Background: an optimization exercise with open tools, aiming at small area, a short achievable clock period and few clock cycles. Do not read the settings as production practice. At most, simulation tests tie the RTL to the original design; equivalence was not proved. For run 1, only the layout was checked, not whether the RTL still works. Power figures rest on the tool's default switching activity, not on a simulated workload.

===== flow/design.v =====
module pzip_packer (
    input  wire       clk,
    input  wire       rst,
    input  wire       in_valid,
    output wire       in_ready,
    input  wire [7:0] in_data,
    input  wire       in_last,
    output wire       out_valid,
    input  wire       out_ready,
    output wire [7:0] out_data,
    output reg        done,
    output reg  [3:0] tlen
);
    integer i;
    function automatic gtf(input [7:0] a, input [7:0] b);
        integer k;
        reg r;
        begin
            r = 1'b0;
            for (k = 0; k < 8; k = k + 1)
                r = (a[k] & ~b[k]) | (~(a[k] ^ b[k]) & r);
            gtf = r;
        end
    endfunction
    reg        ih_v, is_v;
    reg  [8:0] ih, is;
    wire       consume;
    wire       push_in = in_valid && in_rdy;
    reg        in_rdy;        
    assign in_ready = in_rdy;
    wire       ih_ld = !ih_v || consume;
    always @(posedge clk) begin
        if (rst) begin
            ih_v   <= 1'b0;
            is_v   <= 1'b0;
            in_rdy <= 1'b1;
        end else if (ih_ld) begin
            ih_v   <= is_v || push_in;
            is_v   <= 1'b0;
            in_rdy <= 1'b1;
        end else if (push_in) begin
            is_v   <= 1'b1;
            in_rdy <= 1'b0;
        end
    end
    always @(posedge clk) begin
        if (ih_ld)
            ih <= is_v ? is : {in_last, in_data};
        if (in_rdy)               
            is <= {in_last, in_data};
    end
    wire [7:0] x  = ih[7:0];
    wire       xl = ih[8];
    reg        ov, sv;
    reg  [7:0] ob, sb;
    wire       wpush;
    wire [7:0] wbyte;
    assign out_valid = ov;
    assign out_data  = ob;
    wire       wr_ok = !sv;
    wire       ob_ld = !ov || out_ready;
    always @(posedge clk) begin
        if (rst) begin
            ov <= 1'b0;
            sv <= 1'b0;
        end else if (ob_ld) begin
            ov <= sv || wpush;
            sv <= 1'b0;
        end else if (wpush) begin
            sv <= 1'b1;
        end
    end
    always @(posedge clk) begin
        if (ob_ld)
            ob <= sv ? sb : wbyte;
        if (!sv)                  
            sb <= wbyte;
    end
    reg  [7:0] sa [0:8];      
    reg  [3:0] rk [0:8];      
    reg  [3:0] rk_e [0:8];    
    reg  [3:0] qq;            
    reg        iq;            
    reg  [3:0] cnt;           
    reg        pkt_last;      
    reg        run_mode;
    reg  [7:0] rn;            
    reg  [7:0] m [0:9];       
    reg  [3:0] mc;            
    reg  [2:0]  rt;           
    reg  [3:0]  rc;           
    reg         rz;           
    reg  [29:0] za;           
    reg  [20:0] zd;           
    reg  [1:0]  zs;           
    reg         zb;           
    reg  [1:0]  zc;           
    reg         end_p;        
    reg  [3:0]  el;           
    wire       c_rle = (sa[0] == sa[8]);
    reg        c_raw;
    reg  [3:0] lo [1:8];      
    reg  [3:0] orv;
    reg        bw;
    always @(*) begin
        c_raw = 1'b0;
        orv   = 4'd0;
        for (i = 1; i < 9; i = i + 1) begin
            {bw, lo[i]} = {1'b0, sa[i][3:0]} - {1'b0, sa[i-1][3:0]};
            c_raw = c_raw | (bw ? (sa[i][7:4] != sa[i-1][7:4] + 4'd1)
                                : (sa[i][7:4] != sa[i-1][7:4]));
            orv   = orv | lo[i];
        end
    end
    wire [3:0] bb = {orv[3], !orv[3] & orv[2], !orv[3] & !orv[2] & orv[1],
                     !orv[3] & !orv[2] & !orv[1]};
    wire [3:0] b_p1 = {1'b0, bb[2] | bb[3], bb[0] | bb[1], bb[1] | bb[3]};   
    wire [2:0] b_p2 = {!bb[0], bb[0] | bb[3], bb[0] | bb[2]};                
    reg  [31:0] pk1, pk2, pk3, pk4;
    always @(*) begin
        pk1 = 32'd0; pk2 = 32'd0; pk3 = 32'd0; pk4 = 32'd0;
        for (i = 1; i < 9; i = i + 1) begin
            pk1[32-i]        = lo[i][0];
            pk2[33-2*i -: 2] = lo[i][1:0];
            pk3[34-3*i -: 3] = lo[i][2:0];
            pk4[35-4*i -: 4] = lo[i][3:0];
        end
    end
    wire [31:0] pdl = ({32{bb[0]}} & pk1) | ({32{bb[1]}} & pk2) |
                      ({32{bb[2]}} & pk3) | ({32{bb[3]}} & pk4);
    wire [9:0] zi = {rk_e[8], 6'd0} + {1'b0, rk_e[8], 5'd0} + {4'd0, rk_e[8], 2'd0}
                  + {3'd0, rk_e[7], 3'd0} + {5'd0, rk_e[7], 1'b0} + {6'd0, rk_e[6]};
    function automatic [6:0] pair(input [3:0] h, input [3:0] l);
        pair = {h, 3'd0} + {2'd0, h, 1'b0} + {3'd0, l};
    endfunction
    wire [29:0] hz = {za[23:0], 6'd0} + {1'b0, za[23:0], 5'd0} + {4'd0, za[23:0], 2'd0}
                   + {23'd0, zd[20:14]};
    localparam [2:0] E_IDLE = 3'd0, E_TAG = 3'd1, E_Z = 3'd2, E_M = 3'd3,
                     E_ET = 3'd4, E_EP = 3'd5, E_EM = 3'd6;
    reg  [2:0] ep;
    reg  [2:0] wn;            
    reg  [7:0] wl;            
    reg        dw;            
    reg        rec_p;
    wire [2:0] ep_e = (ep != E_IDLE) ? ep : (end_p && !dw) ? E_ET :
                      (rec_p && !end_p) ? E_TAG : E_IDLE;
    wire       t_merge = !(wn[2] && (wn[1] || wn[0]));        
    wire       wn_le5  = !(wn[2] && wn[1]);                    
    reg        ch_v;          
    reg  [10:0] ch;           
    reg  [3:0] ch_n;          
    reg        m_pop;
    always @(*) begin
        ch_v  = 1'b0;
        ch    = 11'd0;
        ch_n  = 4'd8;
        m_pop = 1'b0;
        case (ep_e)
            E_TAG: begin
                ch_v  = wr_ok;
                ch    = t_merge ? {rt, m[0]} : {rt, 8'd0};
                ch_n  = t_merge ? 4'd11 : 4'd3;
                m_pop = wr_ok && t_merge;
            end
            E_Z: begin
                ch_v = wr_ok && (zs == 2'd3);
                ch   = {((zc == 2'd0) ? {2'b00, za[29:24]} : za[29:22]), 3'd0};
            end
            E_M, E_EM: begin
                ch_v  = wr_ok;
                ch    = {m[0], 3'd0};
                m_pop = wr_ok;
            end
            E_ET: begin
                ch_v = wr_ok;
                ch   = 11'h700;
                ch_n = wn_le5 ? (4'd8 - {1'b0, wn}) : 4'd3;
            end
            E_EP: begin
                ch_v = wr_ok;
                ch   = 11'h000;
                ch_n = 4'd8 - {1'b0, wn};
            end
            default: ;
        endcase
    end
    wire [18:0] comb = {wl, 11'h000} | ({ch, 8'h00} >> wn);
    wire [4:0]  tot  = {2'b00, wn} + {1'b0, ch_n};
    assign wpush = ch_v && tot[3];
    assign wbyte = comb[18:11];
    wire full = (cnt == 4'd9);
    wire eq   = (x == sa[0]);
    wire early = (mc == 4'd10) && m_pop;
    wire hand  = !run_mode && full && !(end_p && pkt_last) && !zb && ((mc == 4'd9) || early);
    wire h_pd  = hand && !c_rle && !c_raw;
    wire h_raw = hand && c_raw;
    wire rle_go = hand && c_rle && !pkt_last;    
    wire rm = run_mode || rle_go;
    wire [7:0] rn_e = run_mode ? rn : 8'd9;
    wire r_more = (rn_e != 8'd255);
    wire r_ext  = rm && ih_v && eq && r_more;
    wire r_end  = (r_ext && xl && !end_p) || (ih_v && !(eq && r_more) && !(xl && end_p)) ||
                  (!ih_v && !r_more);
    wire rle_w  = (rm && r_end) || (hand && c_rle && pkt_last);
    wire [7:0] rle_n = (rm && r_ext) ? rn_e + 8'd1 : rn_e;
    wire m_space = m_pop || (mc != 4'd10);
    assign consume = ih_v && (
        run_mode ? ((r_ext && !xl) || r_end) :
        full     ? (hand && !pkt_last && !(xl && end_p)) :
                   (m_space && !(xl && end_p)));
    wire ins = consume && !r_ext;
    wire [3:0] cnt_e = (run_mode || full) ? 4'd0 : cnt;
    reg  [8:0] gt;
    always @(*) begin
        for (i = 0; i < 8; i = i + 1)
            gt[i] = (i >= cnt_e) || gtf(sa[i], x);
        gt[8] = 1'b1;
    end
    wire [3:0] q = {!gt[7],
                    !gt[3] & gt[7],
                    (!gt[1] & gt[3]) | (!gt[5] & gt[7]),
                    (!gt[0] & gt[1]) | (!gt[2] & gt[3]) | (!gt[4] & gt[5]) | (!gt[6] & gt[7]) | !gt[8]};
    reg  [3:0] rk_n [1:8];
    reg  [3:0] rk_p [1:8];
    always @(*) begin
        for (i = 1; i < 9; i = i + 1)
            rk_p[i] = rk[i] + 4'd1;
    end
    always @(*) begin
        for (i = 1; i < 9; i = i + 1)
            rk_n[i] = (rk[i] > qq) ? rk_p[i] : rk[i];
        for (i = 0; i < 8; i = i + 1)
            rk_e[i] = iq ? rk_n[i+1] : rk[i];
        rk_e[8] = iq ? qq + 4'd1 : rk[8];
    end
    wire [3:0] mc_p = mc - {3'd0, m_pop};
    wire [3:0] mc_k = h_pd   ? b_p1 :
                      rle_w  ? 4'd2 :
                      rle_go ? 4'd0 : mc_p;
    reg  [9:0] xs_p;
    always @(*) begin
        for (i = 0; i < 10; i = i + 1)
            xs_p[i] = m_pop ? (mc == i + 1) : (mc == i);
    end
    wire [9:0] xs_d = {4'd0, orv[3], !orv[3] & orv[2], !orv[3] & !orv[2] & orv[1],
                       !orv[3] & !orv[2] & !orv[1], 2'd0};
    wire [9:0] xs = h_pd ? xs_d : rle_w ? 10'd4 : xs_p;
    always @(posedge clk) begin
        if (ins) begin
            for (i = 0; i < 9; i = i + 1)
                if (gt[i])
                    sa[i] <= (i == 0) ? x : (gt[i-1] ? sa[i-1] : x);
        end
        if (iq) begin
            for (i = 0; i < 8; i = i + 1)
                rk[i] <= rk_n[i+1];
            rk[8] <= qq + 4'd1;
        end
        qq <= q;
        for (i = 0; i < 10; i = i + 1) begin
            if (ih_v && xs[i])
                m[i] <= x;
            else if (h_pd && i < 5)
                m[i] <= (i == 0) ? sa[0] : pdl[39-8*i -: 8];
            else if (rle_w && i < 2)
                m[i] <= (i == 0) ? rle_n : sa[0];
            else if (m_pop && i < 9)
                m[i] <= m[i+1];
        end
    end
    wire fire = dw && !sv && (!ov || out_ready);
    wire rec = h_pd || h_raw || rle_w;
    always @(posedge clk) begin
        if (rst) begin
            cnt      <= 4'd0;
            pkt_last <= 1'b0;
            run_mode <= 1'b0;
            mc       <= 4'd0;
            zb       <= 1'b0;
            end_p    <= 1'b0;
            ep       <= E_IDLE;
            wn       <= 3'd0;
            wl       <= 8'd0;
            done     <= 1'b0;
            dw       <= 1'b0;
            iq       <= 1'b0;
            rec_p    <= 1'b0;
        end else begin
            iq <= ins;
            mc <= mc_k + {3'd0, ins};
            if (ins)
                cnt <= (xl && cnt_e != 4'd8) ? 4'd0 : cnt_e + 4'd1;
            else if (hand)
                cnt <= 4'd0;
            if (ins && xl && cnt_e == 4'd8)
                pkt_last <= 1'b1;
            else if (hand)
                pkt_last <= 1'b0;
            if (rm)
                run_mode <= !r_end;
            if (h_pd)
                zb <= 1'b1;
            else if (ep_e == E_Z && ch_v && zc == 2'd3)
                zb <= 1'b0;
            if ((ins && xl && cnt_e != 4'd8) || (hand && pkt_last) || (rm && r_end && r_ext))
                end_p <= 1'b1;
            else if (fire)
                end_p <= 1'b0;
            done <= fire;
            if (fire)
                dw <= 1'b0;
            else if (ch_v && ((ep_e == E_ET && wn_le5 && el == 4'd0) ||
                              (ep_e == E_EP && el == 4'd0) ||
                              (ep_e == E_EM && rc == 4'd1)))
                dw <= 1'b1;
            if (rec && end_p)
                rec_p <= 1'b1;
            else if (ep == E_IDLE && ep_e == E_TAG && ch_v)
                rec_p <= 1'b0;
            if (ch_v) begin
                wn <= tot[2:0];
                wl <= tot[3] ? comb[10:3] : comb[18:11];
            end
            if (rec && !end_p)
                ep <= E_TAG;
            else case (ep_e)
                E_TAG: if (ch_v)
                    ep <= E_M;
                E_M: if (ch_v && rc == 4'd1)
                    ep <= rz ? E_Z : E_IDLE;
                E_Z: if (ch_v && zc == 2'd3)
                    ep <= E_IDLE;
                E_ET: if (ch_v)
                    ep <= !wn_le5 ? E_EP : (el == 4'd0) ? E_IDLE : E_EM;
                E_EP: if (ch_v)
                    ep <= (el == 4'd0) ? E_IDLE : E_EM;
                E_EM: if (ch_v && rc == 4'd1)
                    ep <= E_IDLE;
                default: ;
            endcase
        end
    end
    always @(posedge clk) begin
        if (ins && xl && cnt_e != 4'd8)
            el <= cnt_e + 4'd1;
        else if ((hand && pkt_last) || (rm && r_end && r_ext))
            el <= 4'd0;
        tlen <= el;               
        rn <= (r_ext && !xl) ? rn_e + 8'd1 : rn_e;    
        if (rec) begin
            rt <= h_pd ? b_p2 : h_raw ? 3'd1 : 3'd0;
            rc <= h_pd ? b_p1 : h_raw ? 4'd9 : 4'd2;
            rz <= h_pd;
        end else if ((ep_e == E_ET || ep_e == E_EP) && !rec_p)
            rc <= el;
        else if (m_pop)
            rc <= rc - 4'd1;
        zd <= h_pd ? {pair(rk_e[5], rk_e[4]), pair(rk_e[3], rk_e[2]), pair(rk_e[1], rk_e[0])}
                   : {zd[13:0], 7'd0};
        if (h_pd) begin
            za <= {20'd0, zi};
            zs <= 2'd0;
            zc <= 2'd0;
        end else if (zs != 2'd3) begin
            za <= hz;
            zs <= zs + 2'd1;
        end else if (ep_e == E_Z && ch_v) begin
            za <= (zc == 2'd0) ? {za[23:0], 6'd0} : {za[21:0], 8'd0};
            zc <= zc + 2'd1;
        end
    end
endmodule

===== flow/flow/run.sh =====
#!/bin/bash
# The standard layout, with the port buffers made of buf_4 cells instead of
# the cell buffer_ports picks by itself (a slow delay buffer on sky130hd).
set -euo pipefail
bash standard.sh 'BUFFER_PORTS_ARGS=-buffer_cell sky130_fd_sc_hd__buf_4' finish > standard_flow.log 2>&1

===== flow/standard.sh =====
#!/bin/bash
# synth_recipe.tcl (not shown) runs the flow's synth.tcl, then flattens the netlist and writes it again
# the make line also repeats each setting of config.mk as NAME=value (left out here)
make -C /OpenROAD-flow-scripts/flow DESIGN_CONFIG=/design/flow/config.mk WORK_HOME=/design/flow/orfs CLKGATE_MAP_FILE= SYNTH_SCRIPT=/design/flow/synth_recipe.tcl "${@:-finish}"

===== flow/config.mk =====
export PLATFORM = sky130hd
export DESIGN_NAME = pzip_packer
export DESIGN_NICKNAME = pzip_packer
export VERILOG_FILES = /design/flow/design.v
export SDC_FILE = /design/flow/constraint.sdc
export NUM_CORES = 4
export LEC_CHECK = 0
export CAP_MARGIN = 20
export CORE_MARGIN = 2
export CORE_UTILIZATION = 40
export CTS_BUF_LIST = sky130_fd_sc_hd__clkbuf_16
export CTS_CLUSTER_DIAMETER = 100
export CTS_CLUSTER_SIZE = 26
export SLEW_MARGIN = 20

===== flow/constraint.sdc =====
create_clock -name core_clock -period 23.0 [get_ports {clk}]
set_input_delay 4.6000 -clock core_clock [delete_from_list [all_inputs] [get_ports {clk}]]
set_output_delay 4.6000 -clock core_clock [all_outputs]
set_load 0.01 [all_outputs]

==> results of run 1 <==
==> layout make-up <==
type | instances | area (sq um) | share of cell area (%)
inverter | 127 | 477 | 1.85
clock buffer | 19 | 475 | 1.85
timing repair buffer | 61 | 458 | 1.78
sequential | 340 | 8810 | 34.2
clock inverter | 14 | 131 | 0.510
tap | 773 | 967 | 3.76
multi-input combinational | 1865 | 14400 | 56.0
==> power by group through the flow <==
stage	Clock, mW	Combinational [mW]	Sequential [mW]
2_1_floorplan	0	1.39	0.927
3_3_place_gp	0	1.73	0.984
3_5_place_dp	0	1.76	0.988
4_1_cts	0.403	1.78	0.974
5_1_grt	0.423	2.03	0.996
6_report	0.393	1.79	0.975
==> registers in the layout, indices dropped and copies added, names as in the netlist, 4 cells and up <==
register	count
rk	36
is	9
ob	8
el	4
rn	8
mc	4
za	30
zd	21
wl	8
ih	9
cnt	4
m	80
tlen	4
sb	8
rc	4
qq	4
sa	72
==> worst reg2reg max path, cell delays in order (launching register included) <==
cell	delay [ns]
dfxtp_1	0.72
inv_1	0.42
ha_1	0.31
inv_1	0.05
ha_1	0.25
a211oi_2	0.08
o21ai_1	0.43
and2_1	0.26
or2_1	0.33
nor2_1	0.12
buf_4	0.20
nand2_2	0.52
inv_2	0.51
or4b_2	0.98
mux2_2	0.35
==> metal layers <==
metal	routed length, um	part of all wire [%]	track usage, %	vias to the layer above
li1	-	-	-	8874
met1	28700	45	27.3	8936
met2	30000	47	34.1	498
met3	3190	5.0	2.34	107
met4	2160	3.4	6.21	0
met5	0	0	0	-
==> per-stage QoR <==
step	worst slack, ns	std cells	total power, mW	hold slack (ns)
global placement	17.17	3166	2.72	0.401
floorplan	17.50	2439	2.32	0.370
detailed placement	17.14	3166	2.75	0.394
finish	16.95	3199	3.16	0.424
CTS	16.91	3199	3.16	0.423
global route	16.86	3199	3.45	0.446
==> cell families after synthesis <==
group,after synthesis
DFF,340
AOI/OAI and AO/OA,581
adders and majority gates,293
muxes,218
buffers and inverters,234
and+or+nand+nor,635
xor gates and xnor gates,138
==> how the worst max path moves through the flow <==
stage / from / endpoint / slack (ns) / cells after the start
after floorplan: out_ready / end_p / 17.50 / 4
after global placement: out_ready / end_p / 17.17 / 5
after detailed placement: out_ready / end_p / 17.14 / 5
after CTS: in_rdy / in_ready / 16.91 / 1
after global routing: in_rdy / in_ready / 16.86 / 1
final: in_rdy / in_ready / 16.95 / 1
==> cells in the mapped netlist, types with 11 or more instances <==
cell,number
a211oi_1,23
a21boi_0,18
a21o_1,52
a21oi_1,183
a221o_1,11
a31oi_1,16
and2_1,16
and3_1,18
clkbuf_1,94
dfxtp_1,140
edfxtp_1,200
fa_1,45
ha_1,248
inv_1,118
mux2_2,76
mux2i_1,142
nand2_1,166
nand2b_1,24
nand3_1,41
nand3b_1,22
nand4_1,19
nor2_1,190
nor2b_1,29
nor3_1,32
nor4_1,18
o211ai_1,12
o21a_1,12
o21ai_0,118
o22ai_1,23
or3_1,16
xnor2_1,82
xor2_1,56
==> summary.txt, run 1 <==
* Crit end category: primary output
* Synth Instances at 2439
* Initial antenna violation count at 0
* Final Hold Vio Count at 0
* Reg2reg setup slack at 17.25 ns
* FF-to-FF path depth at 14
* Syn nets at 2745
* Commonest non-fill, non-tap cells in the layout: ha_1, edfxtp_1, nor2_1
* Logic pwr share at 56.6%
* Finished Cell Area at 0.0257 sq mm
* Post-Synth XOR/XNOR Area at 5.03%
* EDFF count, synth at 200
* Crit-path slowest cell: dfxtp_1
* Net Sw Power at 1.37 mW
* Fillers at 5717
* DP Wirelength at 47.8 mm
* Chip Height at 249 um
* Hold endpoint: zd[13]
* Power Density at 123 mW/mm^2
* Gr usage total at 20.3%
* Die width at 249 um
* Clk latency of the worst-skew pair at 0.56 ns
* #FFs+latches synth at 340
* Cell taking the most area after synthesis: edfxtp_1
* RD Place Congestion at 0.935
* Seq pwr share at 30.9%
* Area of the die at 0.0621 sq mm
* Ports at 28
* Post-synth ARST share at 0%
* CP Class: reg2out
* Maximum vdd ir drop at 0.0799 mV
* Largest net degree at the start of global routing at 71
* H-tree Lvls at 1
* Final TNS setup at 0 ns
* Crit path max-delay family: flip-flops
* Area contributors post-synth: edfxtp_1, ha_1, dfxtp_1
* Commonest non-fill, non-tap cell in the layout: ha_1
* Mux share of post-synthesis cell area at 9.47%
* Overflow after GRT at 0
* Starting DRT DRC Count at 1563
* Hold Crit Depth at 2
* Rel. slew slack at 33.0%
* Hold buffer count at CTS at 0
* Share of cells above drive strength 1 at 8.74%
* Area Growth Syn to Fin at 7.02%
* Startpoint Class: flop
* Buffers & Inverters on Critical Path at 1
* Clock share of power at 12.5%
* Final setup fails at 0
* Root buffer cell: clkbuf_16
* Seq/Total Area, Yosys at 36.6%
* Final WL at 64.1 mm
* First-pass GRT wire length at 102 mm
* Warning count from the yosys run at 13
* Final nets at 2720
* Vias at 18415
* Post-CTS setup buffers at 0
* Slew Viols, Final at 0
* Initial Util at 40.6%
* Final ANT Viol Nets at 0
* Main combinational cell family by area after synthesis: adder cells
* Area share of the largest cell type after synthesis at 25.0%
* CORE AREA at 0.0592 sq mm
* Leakage at 10.5 nW
* Compound-Gate Fraction of Synth Area at 15.5%
* Hold WC Path Type: reg2reg
* Sink Count at 340
* Tightest Pin Transition at 1.00 ns
* Ant diodes at 0
* Worst flop-to-flop path startpoint: wn[1]
* CTS tree: yes
* Vias per cell at 5.76
* Clk slew on worst S/H paths at 0.11 ns
* CTS resizes at 0
* Final min period at 6.05 ns
* Number of CTS-inserted buffers at 19
* Post-Synth Adder-Cell Area at 16.6%
* Crit-path cells: buf_4
* Status: timing/DRC/antenna clean
* RSZ-0062 raised after global routing: no
* Critical path required time at 18.40 ns
* Synthesized area per cell at 9.86 sq um
* Hold Startpoint: zd[6]
* Row Count at 89
* Longest Clk Path Bufs at 3
* Fmax at 165 MHz
* Sw Ratio at 43.5%
* Critical path fanouts, max at 12
* Input/output buffers at 27
* Setup Skew at 0.0292 ns
* Worst EP arrival at 1.45 ns
* Distinct cell type count of the synthesized netlist at 85
* Vias in the first global route at 18182
* DRC violations left at 0
* Max incr delay on CP at 0.67 ns
* Layout Utilization at 43.4%
* Syn Std Cell Area at 0.0241 sq mm
* Top_reg_cell synth: edfxtp_1
* Crit share post-route at 26.3%
* Pint at 1.78 mW
* Post-place instance area at 0.0251 sq mm
* FF-to-FF End: m[8][0]
* Routed len/inst at 20.0 um
* Simple-Gate Fraction of Synth Area at 13.0%
* Max_cap viols at 0
* First drt pass iteration count at 5
==> inputs of run 2 (changes only) <==
--- a/flow/design.v
+++ b/flow/design.v
@@ -48,3 +48,3 @@
             ih <= is_v ? is : {in_last, in_data};
-        if (in_rdy)               
+        if (!ih_ld && push_in)
             is <= {in_last, in_data};
@@ -239,7 +239,10 @@
                       rle_go ? 4'd0 : mc_p;
-    reg  [9:0] xs_p;
+    reg  [9:0] xs_0, xs_1;
     always @(*) begin
-        for (i = 0; i < 10; i = i + 1)
-            xs_p[i] = m_pop ? (mc == i + 1) : (mc == i);
+        for (i = 0; i < 10; i = i + 1) begin
+            xs_0[i] = (mc == i);
+            xs_1[i] = (mc == i + 1);
+        end
     end
+    wire [9:0] xs_p = m_pop ? xs_1 : xs_0;
     wire [9:0] xs_d = {4'd0, orv[3], !orv[3] & orv[2], !orv[3] & !orv[2] & orv[1],
==> run 2 against run 1 <==
Synthesized area decreased by 1.4%. Combinational power fell by 22%. Register-to-register slack better by 0.25 ns. Highest routed layer unchanged. Clock power decreased by 4%. Still clean on timing, DRC and antenna. Non-clock buffer count decreased by 4.
==> summary.txt, run 2 <==
* Status: timing/DRC/antenna clean
* Max reg flops at 80 (unchanged)
* Buffers & Inverters on Critical Path at 1 (unchanged)
* Clock share of power at 14.0% (+1.5 points)
* Starting DRT DRC Count at 1356 (-13%)
* Crit-path cells: buf_4
* Commonest non-fill, non-tap cells in the layout: ha_1, nand2_1, nor2_1
* Row Count at 89 (unchanged)
* Final WL at 62.6 mm (-2.4%)
* First-pass GRT wire length at 99.7 mm (-2.1%)
* Rel. slew slack at 35.4% (+2.4 points)
* Sw Ratio at 42.0% (-1.5 points)
* Input/output buffers at 27 (unchanged)
* Area share of the largest cell type after synthesis at 25.3% (+0.34 points)
* Ant diodes at 0 (unchanged)
* Initial Util at 40.4% (-0.25 points)
* Most flop-heavy register: m
* Min Hold Slack at 0.433 ns (+0.00892 ns)
* Top_reg_cell synth: edfxtp_1
* Distinct cell type count of the synthesized netlist at 85 (unchanged)
* FF-to-FF End: mc[2]
* EDFF count, synth at 200 (unchanged)
* Crit end category: primary output
* Post-CTS setup buffers at 0 (unchanged)
* Post-synth ARST share at 0% (unchanged)
* Cell with the most instances after synthesis: ha_1
* Syn Std Cell Area at 0.0237 sq mm (-1.4%)
* Crit-path slowest cell: edfxtp_1
* Final ANT Viol Nets at 0 (unchanged)
* Crit path max-delay family: flip-flops
* Crit share post-route at 24.7% (-1.6 points)
* Hold Crit Depth at 2 (unchanged)
* Post-place instance area at 0.0247 sq mm (-1.5%)
* DRC violations left at 0 (unchanged)
* Final min period at 5.69 ns (-0.360 ns)
* FF-to-FF path depth at 17 (+3)
* DP Wirelength at 46.5 mm (-2.7%)
* Commonest non-fill, non-tap cell in the layout: ha_1
* First drt pass iteration count at 6 (+1)
* Fmax at 176 MHz (+6.3%)
* Seq pwr share at 34.1% (+3.2 points)
* Number of CTS-inserted buffers at 18 (-1)
* Reg2reg setup slack at 17.50 ns (+0.25 ns)
* Max_cap viols at 0 (unchanged)
* Longest Clk Path Bufs at 3 (unchanged)
* Hold WC Path Type: reg2reg
* Final TNS setup at 0 ns (unchanged)
* Logic pwr share at 51.9% (-4.7 points)
* H-tree Lvls at 1 (unchanged)
* Slew Viols, Final at 0 (unchanged)
* Clk slew on worst S/H paths at 0.10 ns (about the same)
* Finished Cell Area at 0.0253 sq mm (-1.7%)
* Synthesized area per cell at 9.66 sq um (-2.0%)
* Pint at 1.55 mW (-13%)
* Vias per cell at 5.64 (-2.0%)
* Area Growth Syn to Fin at 6.68%
* CP Class: reg2out
* Setup Skew at 0.0381 ns (+0.00886 ns)
* Largest net degree at the start of global routing at 71 (unchanged)
* CTS resizes at 0 (unchanged)
* Max incr delay on CP at 0.39 ns (-0.28 ns)
* Tightest Pin Transition at 0.966 ns (-0.0388 ns)
* Vias at 18115 (-1.6%)
* CORE AREA at 0.0588 sq mm (-0.75%)
* #FFs+latches synth at 340 (unchanged)
* Area of the die at 0.0613 sq mm (-1.3%)
* Synth Instances at 2456 (+0.70%)
* Overflow after GRT at 0 (unchanged)
* Routed len/inst at 19.5 um (-2.7%)
* Final nets at 2732 (+0.44%)
* Post-synth top cells: ha_1, nand2_1, nor2_1
* Seq/Total Area, Yosys at 37.1% (+0.50 points)
* Leakage at 10.4 nW (-0.27%)
* Root buffer cell: clkbuf_16
* Startpoint Class: flop
* Ports at 28 (unchanged)
* Net Sw Power at 1.12 mW (-18%)
* Vias in the first global route at 17942 (-1.3%)
* Sink Count at 340 (unchanged)
* Largest registers: m: 80 flops, sa: 72 flops, rk: 36 flops
* Warning count from the yosys run at 13 (unchanged)
* Hold buffer count at CTS at 0 (unchanged)
* Syn nets at 2762 (+0.62%)
* Power Density at 106 mW/mm^2 (-14%)
* Hold Startpoint: zd[13]
* Cell taking the most area after synthesis: edfxtp_1
* Final setup fails at 0 (unchanged)
* CTS tree: yes
* Critical path fanouts, max at 1 (-11)
* Area contributors post-synth: edfxtp_1, ha_1, dfxtp_1
* Maximum vdd ir drop at 0.131 mV (+64%)
* Worst flop-to-flop path startpoint: sa[0][0]
* RSZ-0062 raised after global routing: no
* Chip Height at 248 um (-0.67%)
* PnR Total Power at 2.68 mW (-15%)
* Critical path required time at 18.40 ns (about the same)
* Initial antenna violation count at 0 (unchanged)
* Share of cells above drive strength 1 at 8.37% (-0.37 points)
* Worst EP arrival at 1.09 ns (-0.36 ns)
* Die width at 248 um (-0.67%)
* Gr usage total at 20.4% (+0.11 points)
* RD Place Congestion at 0.902 (-3.5%)
* Clk latency of the worst-skew pair at 0.56 ns (about the same)
* Hold endpoint: zd[20]
* Final Hold Vio Count at 0 (unchanged)
[run 2: changes by cell type in the layout (fill, tap and decap cells not counted), sizes merged, moves of 13 or more]
cell / previous run / this run
a21boi: 18 / 2
a21o: 52 / 33
a21oi: 185 / 171
mux2i: 142 / 111
nand2: 167 / 245
nand2b: 24 / 38
nor2: 190 / 223
o21ai: 122 / 160
o22ai: 23 / 5
xnor2: 82 / 69
[run 2: kinds of logic (layout without fill, tap and decap cells)]
logic type | after synthesis | in the layout | share of synthesized area, %
compound gates | 535 | 535 | 14.1
fa+ha+maj | 293 | 293 | 16.9
flops | 340 | 340 | 37.1
mux | 190 | 190 | 8.48
xor+xnor | 139 | 139 | 5.28
simple gates | 740 | 740 | 14.5
buf+inv | 219 | 200 | 3.59
[run 2: final cells by class]
type / count / area, sq um
fillers: 5686 / 33500
multi-input cells: 1897 / 14100
flip-flops and latches: 340 / 8810
well taps: 773 / 967
clock buffers: 19 / 475
repair buffers: 57 / 428
inverters: 112 / 422
clock inverters: 12 / 88.8
[run 2: through the flow]
stage	utilization (%)	std cells	setup slack, ns
after detailed placement	42.1	3179	17.23
final	43.0	3210	17.31
after global placement	42.0	3179	17.28
after global routing	43.0	3210	17.26
after CTS	43.0	3210	17.29
after floorplan	-	2456	17.57
[run 2: worst max-delay path by stage]
stage | endpoint | start | cells past startpoint | slack, ns
after floorplan | is[0] | in_valid | 2 | 17.57
after global placement | is[2] | in_valid | 3 | 17.28
after detailed placement | is[2] | in_valid | 3 | 17.23
after CTS | out_data[0] | ob[0] | 1 | 17.29
after global routing | out_data[6] | ob[6] | 1 | 17.26
final | out_data[0] | ob[0] | 1 | 17.31
[run 2: power groups by stage]
| stage | registers (mW) | clock network (mW) | logic [mW] |
|---|---|---|---|
| floorplan | 0.874 | 0 | 1.08 |
| global placement | 0.920 | 0 | 1.34 |
| detailed placement | 0.924 | 0 | 1.38 |
| CTS | 0.910 | 0.385 | 1.39 |
| global route | 0.927 | 0.401 | 1.58 |
| finish | 0.911 | 0.376 | 1.39 |
[run 2: routing by layer]
metal	wire length, um	vias up	global-route usage, %	share of wire [%]
li1	-	8767	-	-
met2	28800	495	33.5	46
met3	2960	98	2.15	4.7
met5	0	-	0	0
met1	28600	8755	27.9	46
met4	2260	0	6.97	3.6
Testbench counts of run 2, summed over its fixed seeds: cycles 39,539.

==> static timing again, ports no longer ideal <==
The flow's constraints put no driver on any port. The routed layouts listed below were extracted and timed again, unchanged, in two steps. Step 1, drivers: a clkbuf_16 drives clk and a buf_2 each remaining input, both assumed. Step 2 moves the port delays by t, midway between the first and last clock arrival at a register: inputs arrive t later, outputs are due t later. That takes back most of the time a late clock gives input paths. a / b / c = ideal ports / drivers / drivers and shift; a / b = the first two.
run | t (ns) | setup slack, ns | slew at the worst register clock pin (ns)
run 1 | 0.595 | 16.953 / 16.895 / 17.162 | 0.11 / 0.11
run 2 | 0.604 | 17.313 / 17.254 / 17.235 | 0.12 / 0.12
After both steps setup and hold are still met in every run listed. For run 2, which loses most, drivers alone change the setup slack by -0.059 ns; drivers and shift together by -0.078 ns.
